Context: an optimization exercise on an open-source flow, tuned for small area, a short achievable clock period and few clock cycles per item. The choices shown serve that exercise and are no tape-out recipe.
Function was checked by simulation only, so behaviour that the tests miss may differ from the original.

==> flow/design.v, too long to show whole: its modules and the start of the top module <==
// module tcalc_unit: 18803 lines
// module tc_add: 29 lines
// module tc_fa: 4 lines
// module tc_ha: 4 lines
// module tc_xnor: 3 lines
// module tc_or: 3 lines
// module tc_nand2: 3 lines
// module tc_nand3: 3 lines
// module tc_pp3: 4 lines
// module tc_bpp: 4 lines
module tcalc_unit (
    input  wire        clk,
    input  wire        rst,         
    input  wire        start,       
    input  wire [31:0] freq,        
    input  wire [31:0] ratio,       
    input  wire [31:0] dur,         
    input  wire [31:0] flr,         
    output wire        ready,
    output reg         done,        
    output reg  [1:0]  status,      
    output reg  [15:0] comp0,
    output reg  [15:0] comp1,
    output reg  [3:0]  presc
);
  // ...
==> flow/run.sh <==
#!/bin/bash
# synth_recipe.tcl (not shown) runs the flow's synth.tcl, then flattens the netlist and writes it again
# the make line also repeats each setting of config.mk as NAME=value (left out here)
make -C /OpenROAD-flow-scripts/flow DESIGN_CONFIG=/design/flow/config.mk WORK_HOME=/design/flow/orfs CLKGATE_MAP_FILE= SYNTH_SCRIPT=/design/flow/synth_recipe.tcl finish
==> flow/config.mk <==
export PLATFORM = sky130hd
export DESIGN_NAME = tcalc_unit
export DESIGN_NICKNAME = tcalc_unit
export VERILOG_FILES = /design/flow/design.v
export SDC_FILE = /design/flow/constraint.sdc
export NUM_CORES = 4
export LEC_CHECK = 0
export CAP_MARGIN = 20
export CORE_MARGIN = 2
export CORE_UTILIZATION = 40
export SETUP_SLACK_MARGIN = 0.6
export SLEW_MARGIN = 20
export SYNTH_HIERARCHICAL = 1
export SYNTH_MINIMUM_KEEP_SIZE = 0
==> flow/constraint.sdc <==
create_clock -name core_clock -period 6.0 [get_ports {clk}]
set_input_delay 1.2000 -clock core_clock [delete_from_list [all_inputs] [get_ports {clk}]]
set_output_delay 1.2000 -clock core_clock [all_outputs]
set_load 0.01 [all_outputs]
==> run_results.csv, run 1 <==
group,metric,value,unit
timing,finalSetupTns,0,ns
cells_and_area,antenna-diode-count,30,
clock_tree,cts_repair_resize_count,69,
drt,drc,0,
floorplanning,tap_cells,3552,
cells_and_area,final_core_utilization,46.1,%
worst_setup_path,critPathRequiredTime,6.58,ns
clock_tree,clock-root-buffer,"sky130_fd_sc_hd__clkbuf_16",
timing,hold_violations,0,
synth,synthesis.area,0.107,mm²
drt,drt_first_iter_violations,17159,
placed_design,post_dp_cell_area,0.118,mm²
timing,finalCritPeriodShare,95.5,%
drt,wire_length_on_met3,75700,µm
cells_and_area,n_all_inverters,304,
floorplanning,io_pins,171,
floorplanning,rows,190,
timing,post-route-worst-setup-slack,0.269,ns
timing,finalHoldWorstSlack,0.256,ns
run_status,run_status,"finished clean",
worst_setup_path,ff2ff_path_depth,21,
floorplanning,design.die.area,0.273,mm²
clock_tree,htreeDepth,3,
cells_and_area,sequential_cell_area,0.0179,mm²
worst_setup_path,nature_of_the_critical_path_startpoint,"register",
worst_setup_path,timing.critical_path.from,"xa3[0]",
global_routing,grtUsageMet3,14.8,%
floorplanning,die_h,522,µm
cells_and_area,final_net_count,16698,
cells_and_area,final_common_cell,"sky130_fd_sc_hd__nand2_1",
cells_and_area,buffers,771,
placed_design,gpl.final_weighted_congestion,1.02,
cells_and_area,drive_above_1_share,8.39,%
clock_tree,cts_tree,"yes",
worst_setup_path,timing_worst_setup_path_type,"register to register",
global_routing,grt_overflow,0,
placed_design,detailedPlace.worstSlack,0.0802,ns
Testbench counts, summed over its fixed seeds: cycles 1,648, items 1,600.
==> module tc_add, before the edit <==
module tc_add #(parameter N = 8, parameter L = 3) (
    input  wire [N-1:0] a,
    input  wire [N-1:0] b,
    input  wire         ci,
    output wire [N-1:0] s,
    output wire         co
);
    wire [N-1:0] p = a ^ b;
    wire [N-1:0] g = a & b;
    wire [(L+1)*N-1:0] gg, pp;
    assign gg[N-1:0] = {g[N-1:1], g[0] | (p[0] & ci)};
    assign pp[N-1:0] = p;
    genvar l, j;
    generate
        for (l = 0; l < L; l = l + 1) begin : lev
            for (j = 0; j < N; j = j + 1) begin : col
                if (j >= (1 << l)) begin : op
                    assign gg[(l+1)*N + j] = gg[l*N + j] | (pp[l*N + j] & gg[l*N + j - (1 << l)]);
                    assign pp[(l+1)*N + j] = pp[l*N + j] & pp[l*N + j - (1 << l)];
                end else begin : pass
                    assign gg[(l+1)*N + j] = gg[l*N + j];
                    assign pp[(l+1)*N + j] = pp[l*N + j];
                end
            end
        end
    endgenerate
    assign s  = p ^ {gg[L*N + N - 2 -: N - 1], ci};
    assign co = gg[L*N + N - 1];
endmodule
==> run 2: changes to the inputs <==
--- a/flow/design.v
+++ b/flow/design.v
@@ -31,33 +31,35 @@
     end
     wire [33:0] f3_m = {2'b00, freq} + {1'b0, freq, 1'b0};
     reg fr_big;
     always @(*) begin
         fr_big = 1'b0;
         for (i = 26; i < 32; i = i + 1)
             fr_big = fr_big | (ratio[i] & (|(freq >> (57 - i))));
     end
-    reg [15:0] rs1_0, rs2_0, rs3_0;
-    reg [31:0] f0, d0, l0;
+    reg [31:0] f0, r0, d0, l0;
     reg [33:0] f3_0;
     reg        ge0, big0;
     always @(posedge clk) begin
         f0   <= freq;
         f3_0 <= f3_m;
-        for (i = 0; i < 16; i = i + 1) begin
-            rs1_0[i] <=  ratio[2*i] & ~ratio[2*i+1];
-            rs2_0[i] <= ~ratio[2*i] &  ratio[2*i+1];
-            rs3_0[i] <=  ratio[2*i] &  ratio[2*i+1];
-        end
+        r0   <= ratio;
         d0   <= dur;
         l0   <= flr;
         ge0  <= (flr >= dur);
         big0 <= fr_big & (|dur);
     end
+    reg [15:0] rs1_0, rs2_0, rs3_0;
+    always @(*)
+        for (i = 0; i < 16; i = i + 1) begin
+            rs1_0[i] =  r0[2*i] & ~r0[2*i+1];
+            rs2_0[i] = ~r0[2*i] &  r0[2*i+1];
+            rs3_0[i] =  r0[2*i] &  r0[2*i+1];
+        end
     wire pa_0 = (rs3_0[0] & f3_0[0]) | (rs1_0[0] & f0[0]);
     wire na_1;
     tc_nand2 u_na_1 (rs1_0[0], f0[1], na_1);
     wire na_2;
     tc_nand2 u_na_2 (rs2_0[0], f0[0], na_2);
     wire na_3;
     tc_nand2 u_na_3 (rs3_0[0], f3_0[1], na_3);
     wire pa_4;
@@ -4910,32 +4912,36 @@
         d1     <= d0;
         l1     <= l0;
         ge1    <= ge0;
         big1   <= big0;
     end
     wire [57:0] fr_m   = fra1 + frb1;
     wire [57:0] fr3_m  = fr_m + {fr_m[56:0], 1'b0};
     reg [57:0] fr2, fr3_2;
-    reg [15:0] ds1_2, ds2_2, ds3_2, ls1_2, ls2_2, ls3_2;
+    reg [31:0] d2, l2;
     reg        ge2, big2;
     always @(posedge clk) begin
         fr2   <= fr_m;
         fr3_2 <= fr3_m;
-        for (i = 0; i < 16; i = i + 1) begin
-            ds1_2[i] <=  d1[2*i] & ~d1[2*i+1];
-            ds2_2[i] <= ~d1[2*i] &  d1[2*i+1];
-            ds3_2[i] <=  d1[2*i] &  d1[2*i+1];
-            ls1_2[i] <=  l1[2*i] & ~l1[2*i+1];
-            ls2_2[i] <= ~l1[2*i] &  l1[2*i+1];
-            ls3_2[i] <=  l1[2*i] &  l1[2*i+1];
-        end
+        d2    <= d1;
+        l2    <= l1;
         ge2  <= ge1;
         big2 <= big1;
     end
+    reg [15:0] ds1_2, ds2_2, ds3_2, ls1_2, ls2_2, ls3_2;
+    always @(*)
+        for (i = 0; i < 16; i = i + 1) begin
+            ds1_2[i] =  d2[2*i] & ~d2[2*i+1];
+            ds2_2[i] = ~d2[2*i] &  d2[2*i+1];
+            ds3_2[i] =  d2[2*i] &  d2[2*i+1];
+            ls1_2[i] =  l2[2*i] & ~l2[2*i+1];
+            ls2_2[i] = ~l2[2*i] &  l2[2*i+1];
+            ls3_2[i] =  l2[2*i] &  l2[2*i+1];
+        end
     wire px_2886 = (ds3_2[0] & fr3_2[0]) | (ds1_2[0] & fr2[0]);
     wire nx_2887;
     tc_nand2 u_nx_2887 (ds1_2[0], fr2[1], nx_2887);
     wire nx_2888;
     tc_nand2 u_nx_2888 (ds2_2[0], fr2[0], nx_2888);
     wire nx_2889;
     tc_nand2 u_nx_2889 (ds3_2[0], fr3_2[1], nx_2889);
     wire px_2890;
@@ -18014,23 +18020,18 @@
     wire sy_10588, sy_10589;
     tc_fa u_sy_10588 (sy_10480, sy_10373, sy_10479, sy_10588, sy_10589);
     wire [57:0] ya = {sy_10588, sy_10586, sy_10584, sy_10582, sy_10580, sy_10578, sy_10576, sy_10574, sy_10572, sy_10570, sy_10568, sy_10566, sy_10564, sy_10562, sy_10560, sy_10558, sy_10556, sy_10554, sy_10552, sy_10550, sy_10548, sy_10546, sy_10544, sy_10542, sy_10540, sy_10538, sy_10536, sy_10534, sy_10532, sy_10530, sy_10528, sy_10526, sy_10524, sy_10522, sy_10520, sy_10518, sy_10516, sy_10514, sy_10512, sy_10510, sy_10508, sy_10506, sy_10504, sy_10502, sy_10500, sy_10498, sy_10496, sy_10494, sy_10492, sy_10490, sy_10488, sy_10486, sy_10484, sy_10482, py_6750, py_6746, py_6742, py_6738};
     wire [57:0] yb = {sy_10587, sy_10585, sy_10583, sy_10581, sy_10579, sy_10577, sy_10575, sy_10573, sy_10571, sy_10569, sy_10567, sy_10565, sy_10563, sy_10561, sy_10559, sy_10557, sy_10555, sy_10553, sy_10551, sy_10549, sy_10547, sy_10545, sy_10543, sy_10541, sy_10539, sy_10537, sy_10535, sy_10533, sy_10531, sy_10529, sy_10527, sy_10525, sy_10523, sy_10521, sy_10519, sy_10517, sy_10515, sy_10513, sy_10511, sy_10509, sy_10507, sy_10505, sy_10503, sy_10501, sy_10499, sy_10497, sy_10495, sy_10493, sy_10491, sy_10489, sy_10487, sy_10485, sy_10483, py_7188, py_6971, py_6967, 1'b0, 1'b0};
     wire [16:0] xl = {1'b0, xa[15:0]} + {1'b0, xb[15:0]};
     wire [16:0] yl = {1'b0, ya[15:0]} + {1'b0, yb[15:0]};
     wire        cx16 = xl[16];
     wire        cy16 = yl[16];
-    reg [31:0] d2;
     reg x_big;
     always @(*) begin
-        for (i = 0; i < 16; i = i + 1) begin
-            d2[2*i]   = ds1_2[i] | ds3_2[i];
-            d2[2*i+1] = ds2_2[i] | ds3_2[i];
-        end
         x_big = big2;
         for (i = 0; i < 32; i = i + 1)
             x_big = x_big | (d2[i] & (|(fr2 >> (57 - i))));
     end
     reg [41:0] xa3, xb3, ya3, yb3;
     reg        cx3, cy3, ge3, big3;
     always @(posedge clk) begin
         xa3   <= xa[57:16];
@@ -18756,19 +18757,19 @@
     wire sqy_11270 = ~(wy4[18] ^ sqy_11195);
     wire cqy_11271 = wy4[18] | sqy_11195;
     wire sqy_11272 = ~wy4[19];
     wire sqy_11273 = ~wy4[20];
     wire sqy_11274 = ~wy4[21];
     wire sqy_11275 = ~wy4[22];
     wire [45:0] qya = {sqy_11275, sqy_11274, sqy_11273, sqy_11272, sqy_11270, sqy_11268, sqy_11266, sqy_11264, sqy_11262, sqy_11260, sqy_11258, sqy_11256, sqy_11254, sqy_11252, sqy_11250, sqy_11248, sqy_11246, sqy_11244, sqy_11242, sqy_11240, sqy_11238, sqy_11236, sqy_11234, sqy_11232, sqy_11230, sqy_11228, sqy_11226, sqy_11224, sqy_11222, sqy_11220, sqy_11218, sqy_11216, sqy_11214, sqy_11212, sqy_11210, sqy_11208, sqy_11206, sqy_11204, sqy_11202, sqy_11200, sqy_11198, sqy_11196, n_10982, n_10981, n_10980, n_10979};
     wire [45:0] qyb = {wy4[21], wy4[20], wy4[19], cqy_11271, cqy_11269, sqy_11267, cqy_11265, cqy_11263, cqy_11261, cqy_11259, sqy_11257, sqy_11255, sqy_11253, sqy_11251, sqy_11249, sqy_11247, sqy_11245, sqy_11243, sqy_11241, sqy_11239, sqy_11237, sqy_11235, sqy_11233, sqy_11231, sqy_11229, sqy_11227, sqy_11225, sqy_11223, cqy_11221, sqy_11219, sqy_11217, sqy_11215, sqy_11213, sqy_11211, sqy_11209, sqy_11207, sqy_11205, sqy_11203, sqy_11201, sqy_11199, sqy_11197, 1'b1, 1'b0, 1'b0, 1'b0, 1'b1};
-    wire [45:0] qx, qy;
-    tc_add #(46, 6) u_qx (.a(qxa), .b(qxb), .ci(1'b0), .s(qx), .co());
-    tc_add #(46, 6) u_qy (.a(qya), .b(qyb), .ci(1'b0), .s(qy), .co());
+    wire [45:30] qx, qy;
+    tc_add #(46, 6, 30) u_qx (.a(qxa), .b(qxb), .ci(1'b0), .s(qx), .co());
+    tc_add #(46, 6, 30) u_qy (.a(qya), .b(qyb), .ci(1'b0), .s(qy), .co());
     reg [15:0] c05, f5;
     reg [3:0]  k5;
     reg        sat5, zero5, ge5;
     always @(posedge clk) begin
         c05   <= qx[45:30];
         f5    <= qy[45:30];
         k5    <= k4;
         sat5  <= sat4;
@@ -18796,21 +18797,21 @@
         end else begin
             status <= ST_OK;
             comp0  <= c05;
             comp1  <= dd[15:0];
             presc  <= k5;
         end
     end
 endmodule
-module tc_add #(parameter N = 8, parameter L = 3) (
+module tc_add #(parameter N = 8, parameter L = 3, parameter M = 0) (
     input  wire [N-1:0] a,
     input  wire [N-1:0] b,
     input  wire         ci,
-    output wire [N-1:0] s,
+    output wire [N-1:M] s,       
     output wire         co
 );
     wire [N-1:0] p = a ^ b;
     wire [N-1:0] g = a & b;
     wire [(L+1)*N-1:0] gg, pp;
     assign gg[N-1:0] = {g[N-1:1], g[0] | (p[0] & ci)};
     assign pp[N-1:0] = p;
     genvar l, j;
@@ -18822,17 +18823,18 @@
                     assign pp[(l+1)*N + j] = pp[l*N + j] & pp[l*N + j - (1 << l)];
                 end else begin : pass
                     assign gg[(l+1)*N + j] = gg[l*N + j];
                     assign pp[(l+1)*N + j] = pp[l*N + j];
                 end
             end
         end
     endgenerate
-    assign s  = p ^ {gg[L*N + N - 2 -: N - 1], ci};
+    wire [N-1:0] sf = p ^ {gg[L*N + N - 2 -: N - 1], ci};
+    assign s  = sf[N-1:M];
     assign co = gg[L*N + N - 1];
 endmodule
 module tc_fa (input wire a, input wire b, input wire c, output wire s, output wire co);
     assign s  = a ^ b ^ c;
     assign co = (a & b) | (c & (a ^ b));
 endmodule
 module tc_ha (input wire a, input wire b, output wire s, output wire co);
     assign s  = a ^ b;
==> flow/config.mk (replaced) <==
export PLATFORM = sky130hd
export DESIGN_NAME = tcalc_unit
export DESIGN_NICKNAME = tcalc_unit
export VERILOG_FILES = /design/flow/design.v
export SDC_FILE = /design/flow/constraint.sdc
export NUM_CORES = 4
export LEC_CHECK = 0
export CAP_MARGIN = 20
export CORE_MARGIN = 2
export CORE_UTILIZATION = 40
export SLEW_MARGIN = 20
export SYNTH_HIERARCHICAL = 1
export SYNTH_MINIMUM_KEEP_SIZE = 0
==> run 2 against run 1 <==
Compared with the run above: critical path type unchanged; global-route usage fell by 0.13 points; register-to-register slack barely moved; setup slack got worse by 0.0076 ns; still clean; flip-flop and latch count fell by 48; die area fell by 1.4%; sequential share of layout area fell by 0.64 points; worst hold slack improved by 0.024 ns; maximum frequency fell by 0.13%.
==> run_results.csv, run 2 <==
group,metric,value,unit
clock_tree,ctsLongestPathBuffers,4,
cells_and_area,layoutNonFillerInstCount,17802,
cells_and_area,final_core_utilization,46.0,%
drt,drt_first_iter_violations,15616,
global_routing,grtUsageMet3,14.5,%
floorplanning,die_h,519,µm
drt,finalWirelength,483000,µm
floorplanning,design.die.area,0.269,mm²
global_routing,maximum_number_of_pins_on_one_net_before_global_route_repair,80,
cells_and_area,finish.instance_area,0.121,mm²
global_routing,grt_pass1_wl,703000,µm
floorplanning,initial_standard_cell_utilization_of_the_core,40.3,%
cells_and_area,biggestRegsByFlops,"fr3_2 (58), fra1 (58), fr2 (57)",
placed_design,port_buffers,169,
worst_setup_path,nature_of_the_critical_path_startpoint,"register",
cells_and_area,sequential_cell_area,0.0167,mm²
floorplanning,chipWidth,519,µm
synth,synthesis.area,0.106,mm²
drt,avgRoutedWirePerCell,27.1,µm
clock_tree,clkSlewWorstSetupHoldPaths,0.06,ns
drt,dr.pass1.iters,8,
global_routing,busiest_layer,"met2",
cells_and_area,multiInputGateArea,0.0884,mm²
placed_design,instance_count_after_placement_with_tap_cells_included,17591,
global_routing,track_usage,34.9,%
clock_tree,clk-insertion-delay-late,0.89,ns
worst_setup_path,critPathRequiredTime,6.75,ns
global_routing,groute.layer.met2.usage,50.4,%
timing,finalMaxSlewViolations,0,
cells_and_area,drive_above_1_share,7.80,%
worst_setup_path,arrival_time_at_the_worst_endpoint,6.48,ns
placed_design,gpl.final_weighted_congestion,1.05,
worst_setup_path,timing.reg2reg.setup_slack,0.26,ns
global_routing,grt_use_met1,42.9,%
drt,vias_per_cell,6.09,
synth,yosys_warnings,7,
timing,final.setup_skew,0.104,ns
floorplanning,placeableCoreArea,0.263,mm²
timing,finalCritPeriodShare,95.6,%
cells_and_area,filler_cell_count,26001,
drt,antenna_violating_nets_post_route,0,
timing,slew-limit-headroom,14.3,%
timing,report.final.setup_viol,0,
timing,hold_violations,0,
run_status,run_status,"finished clean",
clock_tree,htreeDepth,3,
worst_setup_path,ff2ff_path_depth,27,
placed_design,post_dp_cell_area,0.117,mm²
placed_design,dpl.hpwl,351000,µm
clock_tree,clock-root-buffer,"sky130_fd_sc_hd__clkbuf_16",
floorplanning,io_pins,171,
timing,worst-slew-pin-transition,1.29,ns
clock_tree,cts.sinks,831,
drt,via_count,108356,
worst_setup_path,endpoint_kind,"register",
job,max_cap_viol_count,0,
floorplanning,rows,188,
clock_tree,cts.hold.buffers_added,0,
synth,synth_area_per_cell,7.91,µm²
cells_and_area,final_common_cell,"sky130_fd_sc_hd__nand2_1",
worst_hold_path,hold-path-cell-count,0,
global_routing,grt_overflow,0,
cells_and_area,final_net_count,16564,
worst_hold_path,hold_path_class,"register to register",
worst_setup_path,timing_worst_setup_path_type,"register to register",
synth,synthCells,13394,
global_routing,first_global_vias,105096,
global_routing,antenna_found_initial,25,
cells_and_area,mostFrequentLayoutCells,"5672 x sky130_fd_sc_hd__nand2_1, 1894 x sky130_fd_sc_hd__nand3_1, 1732 x sky130_fd_sc_hd__fa_1",
worst_setup_path,timing.critical_path.fanout_max,3,
clock_tree,cts_inserted_buffers,103,
timing,fmaxAchievable,174,MHz
clock_tree,cts_tree,"yes",
cells_and_area,flow.area_growth_from_synthesis,14.3,%
timing,final.min_clock_period,5.74,ns
drt,drc,0,
## run 2: what timing repair did
action	4_1_cts	5_1_grt
buffers inserted	2	2
gates resized for setup	8	25
pin swaps	5	17
setup endpoints to repair	3	31
## run 2: per-layer routing
layer	share of wire [%]	wire, µm	vias up
li1	-	-	46171
met5	0.051	247	-
met1	36	175000	51322
met4	7.8	37600	22
met3	15	73900	2101
met2	41	196000	8740
## run 2: cell type report
class                           instances  area share, %
Clock inverter                         50          0.490
Inverter                              308          0.955
Clock buffer                          134           2.37
Timing Repair Buffer                  780           5.66
Antenna cell                           23         0.0475
Sequential cell                       831           13.8
Multi-Input combinational cell      12161           73.0
Tap cell                             3515           3.63
## run 2: worst paths after layout
kind	start	endpoint
max	fra1[2]	fr3_2[57]
min	l0[10]	l1[10]
max reg2reg	fra1[2]	fr3_2[57]
min reg2reg	l0[10]	l1[10]
## run 2: critical path: stages, from the launching register on
cell and delay (ns):
sky130_fd_sc_hd__dfxtp_1 0.30, sky130_fd_sc_hd__ha_2 0.19, sky130_fd_sc_hd__fa_2 0.35, sky130_fd_sc_hd__a211oi_2 0.26, sky130_fd_sc_hd__nor2_2 0.08, sky130_fd_sc_hd__o211ai_1 0.24
sky130_fd_sc_hd__o21ai_1 0.12, sky130_fd_sc_hd__o2111a_1 0.26, sky130_fd_sc_hd__o31ai_1 0.20, sky130_fd_sc_hd__nand2b_1 0.12, sky130_fd_sc_hd__a31oi_2 0.20, sky130_fd_sc_hd__o21bai_1 0.10
sky130_fd_sc_hd__a21oi_2 0.17, sky130_fd_sc_hd__xnor2_2 0.20, sky130_fd_sc_hd__ha_4 0.27, sky130_fd_sc_hd__a211oi_2 0.22, sky130_fd_sc_hd__o21ai_2 0.11, sky130_fd_sc_hd__buf_4 0.15
sky130_fd_sc_hd__a311oi_2 0.21, sky130_fd_sc_hd__a211oi_2 0.13, sky130_fd_sc_hd__a211o_1 0.39, sky130_fd_sc_hd__a2111oi_2 0.30, sky130_fd_sc_hd__buf_4 0.19, sky130_fd_sc_hd__o31ai_4 0.06
sky130_fd_sc_hd__a21oi_2 0.24, sky130_fd_sc_hd__o41ai_2 0.09, sky130_fd_sc_hd__xor2_1 0.17, sky130_fd_sc_hd__xnor3_1 0.23
## run 2: through the flow
step / setup WS, ns / setup TNS [ns] / hold WS [ns]
after floorplan: 0.464 / 0 / 0.310
after global placement: -0.376 / -0.561 / 0.310
after detailed placement: -0.404 / -0.586 / 0.312
after CTS: 0.0205 / 0 / 0.284
after global routing: -0.0423 / -0.0800 / 0.294
final: 0.262 / 0 / 0.279
Testbench counts of run 2, summed over its fixed seeds: cycles 1,648, items 1,600.
==> run 3: changes to the inputs <==
--- a/flow/config.mk
+++ b/flow/config.mk
@@ -10,2 +10,3 @@
 export CORE_UTILIZATION = 40
+export PLACE_DENSITY = 0.72
 export SLEW_MARGIN = 20
==> run 3 against run 2 <==
Compared with the run above: via count rose by 2.8%; non-clock buffer count down 114; maximum frequency shrank 0.10%; routed wire length decreased by 3.2%; sequential share of layout area rose by 0.090 points.
==> run_results.csv, run 3 <==
group,metric,value,unit
worst_setup_path,cpMostUsedCell,"sky130_fd_sc_hd__a211oi_2",
worst_hold_path,hold_path_class,"register to register",
clock_tree,clkSlewWorstSetupHoldPaths,0.06,ns
floorplanning,placeableCoreArea,0.263,mm²
timing,final.min_clock_period,5.74,ns
worst_setup_path,endpoint_kind,"register",
timing,slew-limit-headroom,7.39,%
cells_and_area,multiInputGateArea,0.0885,mm²
cells_and_area,sequential_cell_area,0.0167,mm²
placed_design,instance_count_after_placement_with_tap_cells_included,17479,
timing,finalMaxSlewViolations,0,
floorplanning,die_h,519,µm
clock_tree,ctsLongestPathBuffers,4,
drt,antenna_violating_nets_post_route,0,
worst_setup_path,worst-path-stages,25,
global_routing,grt_overflow,0,
worst_hold_path,hold-path-cell-count,0,
placed_design,port_buffers,169,
cells_and_area,flow.area_growth_from_synthesis,13.5,%
clock_tree,cts_inserted_buffers,97,
timing,final.setup_skew,0.0977,ns
clock_tree,clk-insertion-delay-late,0.87,ns
cells_and_area,final_net_count,16444,
drt,vias_per_cell,6.29,
drt,wire_length_on_met3,80700,µm
clock_tree,htreeDepth,3,
timing,report.final.setup_viol,0,
placed_design,dpl.hpwl,325000,µm
global_routing,maximum_number_of_pins_on_one_net_before_global_route_repair,80,
floorplanning,io_pins,171,
drt,avgRoutedWirePerCell,26.4,µm
drt,met2_wirelength,184000,µm
synth,synth_area_per_cell,7.91,µm²
drt,via_count,111347,
worst_setup_path,timing_worst_setup_path_type,"register to register",
global_routing,grt_pass1_wl,686000,µm
global_routing,first_global_vias,109093,
timing,fmaxAchievable,174,MHz
drt,dr.max_layer_used,"met5",
worst_setup_path,cpLargestDelayFamily,"compound AO/OA/AOI/OAI gates",
worst_setup_path,arrival_time_at_the_worst_endpoint,6.46,ns
worst_setup_path,timing.critical_path.buf_inv,0,
floorplanning,initial_standard_cell_utilization_of_the_core,40.3,%
clock_tree,cts.hold.buffers_added,0,
drt,route.layer.met1.wl,159000,µm
placed_design,gpl.final_weighted_congestion,1.06,
timing,hold_violations,0,
clock_tree,cts.sinks,831,
worst_setup_path,timing.critical_path.fanout_max,3,
placed_design,post_dp_cell_area,0.117,mm²
worst_setup_path,critPathMaxStageDelay,0.43,ns
worst_setup_path,critPathRequiredTime,6.71,ns
drt,dr.pass1.iters,13,
synth,synthesis.area,0.106,mm²
job,max_cap_viol_count,0,
clock_tree,cts_tree,"yes",
worst_setup_path,nature_of_the_critical_path_startpoint,"register",
synth,yosys_warnings,7,
timing,worst-slew-pin-transition,1.39,ns
cells_and_area,finish.instance_area,0.120,mm²
drt,finalWirelength,467000,µm
cells_and_area,layoutNonFillerInstCount,17707,
timing,finalCritPeriodShare,95.7,%
clock_tree,clock-root-buffer,"sky130_fd_sc_hd__clkbuf_16",
run_status,run_status,"finished clean",
floorplanning,rows,188,
worst_setup_path,timing.reg2reg.setup_slack,0.26,ns
global_routing,track_usage,33.5,%
drt,drt_first_iter_violations,18873,
worst_setup_path,critical-path-slowest-cell,"sky130_fd_sc_hd__a2111oi_4",
drt,drc,0,
cells_and_area,drive_above_1_share,6.99,%
worst_setup_path,ff2ff_path_depth,25,
cells_and_area,mostFrequentLayoutCells,"5672 x sky130_fd_sc_hd__nand2_1, 1894 x sky130_fd_sc_hd__nand3_1, 1732 x sky130_fd_sc_hd__fa_1",
cells_and_area,final_common_cell,"sky130_fd_sc_hd__nand2_1",
floorplanning,chipWidth,519,µm
synth,synthCells,13394,
cells_and_area,biggestRegsByFlops,"fr3_2 (58), fra1 (58), fr2 (57)",
floorplanning,design.die.area,0.269,mm²
cells_and_area,filler_cell_count,25568,
global_routing,antenna_found_initial,33,
-- run 3: layout make-up --
cell class,count,area share (%)
repair buffers,666,5.10
clock inverters,43,0.423
flip-flops and latches,831,13.9
clock buffers,131,2.22
inverters,308,0.961
well taps,3515,3.66
multi-input cells,12161,73.6
diodes,52,0.108
-- run 3: worst register-to-register path, stage by stage (launching register included) --
cell,delay (ns)
sky130_fd_sc_hd__dfxtp_1,0.32
sky130_fd_sc_hd__ha_4,0.17
sky130_fd_sc_hd__fa_2,0.38
sky130_fd_sc_hd__a211oi_2,0.23
sky130_fd_sc_hd__nor2_2,0.07
sky130_fd_sc_hd__o211ai_1,0.28
sky130_fd_sc_hd__o21ai_2,0.12
sky130_fd_sc_hd__o2111a_1,0.26
sky130_fd_sc_hd__o31ai_1,0.24
sky130_fd_sc_hd__nand2b_1,0.13
sky130_fd_sc_hd__a31oi_2,0.20
sky130_fd_sc_hd__o21bai_1,0.12
sky130_fd_sc_hd__a21oi_2,0.20
sky130_fd_sc_hd__xnor2_2,0.18
sky130_fd_sc_hd__ha_1,0.32
sky130_fd_sc_hd__a211oi_2,0.27
sky130_fd_sc_hd__o21ai_2,0.13
sky130_fd_sc_hd__a311oi_2,0.24
sky130_fd_sc_hd__a211oi_2,0.11
sky130_fd_sc_hd__a211o_1,0.34
sky130_fd_sc_hd__a2111oi_4,0.44
sky130_fd_sc_hd__o31ai_4,0.11
sky130_fd_sc_hd__a21oi_2,0.22
sky130_fd_sc_hd__o41ai_2,0.12
sky130_fd_sc_hd__xor2_1,0.18
sky130_fd_sc_hd__xnor3_1,0.22
-- run 3: path summary, 6_finish.rpt --
check | from | to
setup / recovery | fra1[2] | fr3_2[57]
hold / removal | l0[12] | l1[12]
setup reg to reg | fra1[2] | fr3_2[57]
hold reg to reg | l0[12] | l1[12]
-- run 3: timing repair --
item                                    in CTS  in global routing
endpoints found under the setup margin       3                 22
buffers inserted                             0                  3
gates resized for setup                      7                 36
pin swaps                                    1                 22
-- run 3: layer usage --
layer	vias to the layer above	track usage, %
li1	45948	-
met1	51912	38.8
met2	10402	47.0
met3	3042	17.5
met4	43	23.7
met5	-	3.02
-- run 3: metrics by stage --
| stage | util, % | setup TNS [ns] | worst slack, ns | hold slack (ns) |
|---|---|---|---|---|
| finish | 45.7 | 0 | 0.256 | 0.319 |
| global route | 45.7 | -0.0896 | -0.0439 | 0.325 |
| detailed placement | 44.4 | -0.304 | -0.227 | 0.312 |
| CTS | 45.6 | 0 | 0.00806 | 0.317 |
| global placement | 44.4 | -0.563 | -0.229 | 0.310 |
| floorplan | - | 0 | 0.464 | 0.310 |
==> run 4: changes to the inputs <==
--- a/flow/config.mk
+++ b/flow/config.mk
@@ -7,3 +7,3 @@
 export LEC_CHECK = 0
-export CAP_MARGIN = 20
+export CAP_MARGIN = 10
 export CORE_MARGIN = 2
@@ -11,3 +11,3 @@
 export PLACE_DENSITY = 0.72
-export SLEW_MARGIN = 20
+export SLEW_MARGIN = 10
 export SYNTH_HIERARCHICAL = 1
==> run 4 against run 3 <==
Compared with the run above: first-iteration DRC count rose by 1.4%; critical path depth rose by 1; synthesized cell count unchanged; flip-flop and latch count unchanged; routed wire length about the same; setup slack improved by 0.014 ns; register-to-register slack barely moved; still clean on timing, DRC and antenna; via count shrank 0.11%; synthesized area stayed put; sequential share of layout area is essentially flat; non-clock buffer count stayed put.
==> run_results.csv, run 4 <==
group,metric,value,unit
run_status,run_status,"finished clean",
clock_tree,cts_inserted_buffers,98,
cells_and_area,flow.area_growth_from_synthesis,13.6,%
cells_and_area,mostFrequentLayoutCells,"5672 x sky130_fd_sc_hd__nand2_1, 1894 x sky130_fd_sc_hd__nand3_1, 1732 x sky130_fd_sc_hd__fa_1",
clock_tree,cts.hold.buffers_added,0,
global_routing,grt_overflow,0,
floorplanning,die_h,519,µm
synth,synthCells,13394,
timing,fmaxAchievable,174,MHz
worst_hold_path,hold-path-cell-count,0,
cells_and_area,final_common_cell,"sky130_fd_sc_hd__nand2_1",
clock_tree,clkSlewWorstSetupHoldPaths,0.08,ns
drt,antenna_violating_nets_post_route,0,
drt,vias_per_cell,6.28,
clock_tree,htreeDepth,3,
clock_tree,clk-insertion-delay-late,0.89,ns
cells_and_area,final_net_count,16445,
timing,final.setup_skew,0.123,ns
worst_hold_path,timing.hold.worst.start,"ge3",
worst_setup_path,endpoint_kind,"register",
synth,synthesis.area,0.106,mm²
clock_tree,clock-root-buffer,"sky130_fd_sc_hd__clkbuf_16",
global_routing,grt_pass1_wl,687000,µm
floorplanning,initial_standard_cell_utilization_of_the_core,40.3,%
floorplanning,design.die.area,0.269,mm²
timing,post-route-worst-setup-slack,0.269,ns
drt,dr.pass1.iters,15,
worst_setup_path,nature_of_the_critical_path_startpoint,"register",
drt,finalWirelength,468000,µm
timing,finalCritPeriodShare,95.5,%
job,max_cap_viol_count,0,
timing,finalHoldWorstSlack,0.288,ns
worst_setup_path,arrival_time_at_the_worst_endpoint,6.47,ns
cells_and_area,biggestRegsByFlops,"fr3_2 (58), fra1 (58), fr2 (57)",
worst_setup_path,timing.critical_path.fanout_max,4,
cells_and_area,drive_above_1_share,6.96,%
synth,synth_area_per_cell,7.91,µm²
worst_setup_path,timing_worst_setup_path_type,"register to register",
clock_tree,cts_tree,"yes",
worst_setup_path,timing.rr.start,"fra1[2]",
drt,drt_first_iter_violations,19138,
drt,avgRoutedWirePerCell,26.4,µm
floorplanning,io_pins,171,
placed_design,dpl.hpwl,325000,µm
global_routing,antenna_found_initial,36,
worst_setup_path,ff2ff_path_depth,26,
global_routing,first_global_vias,108752,
synth,yosys_warnings,7,
timing,slew-limit-headroom,2.62,%
floorplanning,rows,188,
worst_hold_path,hold_path_class,"register to register",
floorplanning,placeableCoreArea,0.263,mm²
drt,drc,0,
timing,hold_violations,0,
global_routing,maximum_number_of_pins_on_one_net_before_global_route_repair,80,
clock_tree,cts.sinks,831,
worst_setup_path,critPathRequiredTime,6.74,ns
clock_tree,ctsLongestPathBuffers,4,
timing,final.min_clock_period,5.73,ns
placed_design,port_buffers,169,
timing,rsz0062_at_grt,"no",
drt,via_count,111223,
timing,report.final.setup_viol,0,
global_routing,track_usage,33.6,%
floorplanning,chipWidth,519,µm
placed_design,detailedPlace.worstSlack,-0.293,ns
worst_setup_path,r2r-end,"fr3_2[57]",
worst_hold_path,worstHoldEndpoint,"ge4",
timing,finalMaxSlewViolations,0,
placed_design,gpl.final_weighted_congestion,1.06,
worst_setup_path,timing.reg2reg.setup_slack,0.27,ns
timing,worst-slew-pin-transition,1.46,ns
[run 4: final cells by class]
class,count,area (µm²)
Sequential cell,831,16700
Timing Repair Buffer,666,6140
Tap cell,3515,4400
Clock inverter,49,613
Multi-Input combinational cell,12161,88500
Antenna cell,53,133
Fill cell,25447,143000
Inverter,308,1160
Clock buffer,127,2710
[run 4: worst max path at each step]
stage,end,start,slack (ns),cells after the start
floorplan,xa3[13],d2[2],0.46,9
global placement,fr3_2[55],fra1[2],-0.23,27
detailed placement,fr3_2[57],fra1[2],-0.29,26
CTS,fr3_2[57],fra1[2],0.03,26
global route,fr3_2[57],fra1[2],0.002,26
finish,fr3_2[57],fra1[2],0.27,26
[run 4: critical path: stages (launching register included)]
cell and delay (ns):
sky130_fd_sc_hd__dfxtp_1 0.32, sky130_fd_sc_hd__ha_1 0.23, sky130_fd_sc_hd__fa_2 0.37, sky130_fd_sc_hd__a211oi_2 0.22, sky130_fd_sc_hd__nor2_1 0.10, sky130_fd_sc_hd__o211ai_1 0.29, sky130_fd_sc_hd__o21ai_2 0.10, sky130_fd_sc_hd__o2111a_1 0.25
sky130_fd_sc_hd__o31ai_1 0.21, sky130_fd_sc_hd__nand2b_1 0.13, sky130_fd_sc_hd__a31oi_2 0.21, sky130_fd_sc_hd__o21bai_1 0.10, sky130_fd_sc_hd__a21oi_2 0.17, sky130_fd_sc_hd__xnor2_2 0.15, sky130_fd_sc_hd__ha_4 0.31, sky130_fd_sc_hd__o21ai_1 0.07
sky130_fd_sc_hd__o21ai_2 0.26, sky130_fd_sc_hd__o21ai_1 0.11, sky130_fd_sc_hd__a211oi_2 0.36, sky130_fd_sc_hd__a211o_1 0.27, sky130_fd_sc_hd__a2111oi_4 0.09, sky130_fd_sc_hd__buf_4 0.17, sky130_fd_sc_hd__o31ai_4 0.24, sky130_fd_sc_hd__a21oi_2 0.12
sky130_fd_sc_hd__o41ai_2 0.26, sky130_fd_sc_hd__xor2_1 0.20, sky130_fd_sc_hd__xnor3_1 0.22
[run 4: metal layers]
layer / routed length [µm] / GRT usage (%) / up-vias
li1: - / - / 45959
met4: 42900 / 23.2 / 50
met1: 160000 / 39.5 / 51834
met2: 183000 / 47.0 / 10284
met3: 80300 / 17.0 / 3096
met5: 1430 / 2.84 / -
[run 4: per-stage QoR]
step	std cells	cell area (µm²)	setup TNS [ns]	utilization [%]
after global placement	17479	117000	-0.563	44.4
after global routing	17676	120000	0	45.7
after floorplan	13405	106000	0	-
final	17710	120000	0	45.8
after detailed placement	17479	117000	-0.454	44.4
after CTS	17655	120000	0	45.7
[run 4: what timing repair did]
action                                  CTS  global route
setup buffers                             0             2
resized for setup                        10            26
pin swaps                                 1            13
endpoints found under the setup margin    4            26
endpoints found under the hold margin     0             0

[separate check: timing with driven ports]
Ports are ideal in the flow. The routed layouts listed here were re-timed in OpenROAD. Step 1 assumes that a clkbuf_16 drives the clock port and a buf_2 every other input. Step 2 times the ports against the registers' clock, not the clock port: input delays grow and output delays shrink by t, the midpoint of the rising clock arrivals with the driver on. Slacks: ideal ports / drivers / drivers and shift; pairs: ideal ports / drivers.
run | shift t [ns] | slack for setup (ns) | latest minus earliest clock arrival (ns) | slew at the worst register clock pin (ns) | worst data-port slew with drivers (ns)
run 1 | 0.874 | 0.269 / 0.269 / 0.269 | 0.092 / 0.092 | 0.08 / 0.08 | 0.05
run 2 | 0.937 | 0.262 / 0.262 / 0.262 | 0.106 / 0.106 | 0.07 / 0.07 | 0.16
run 3 | 0.934 | 0.256 / 0.256 / 0.256 | 0.105 / 0.105 | 0.10 / 0.10 | 0.15
run 4 | 0.933 | 0.269 / 0.269 / 0.269 | 0.145 / 0.145 | 0.09 / 0.09 | 0.14
After both steps setup and hold are still met in every run listed.
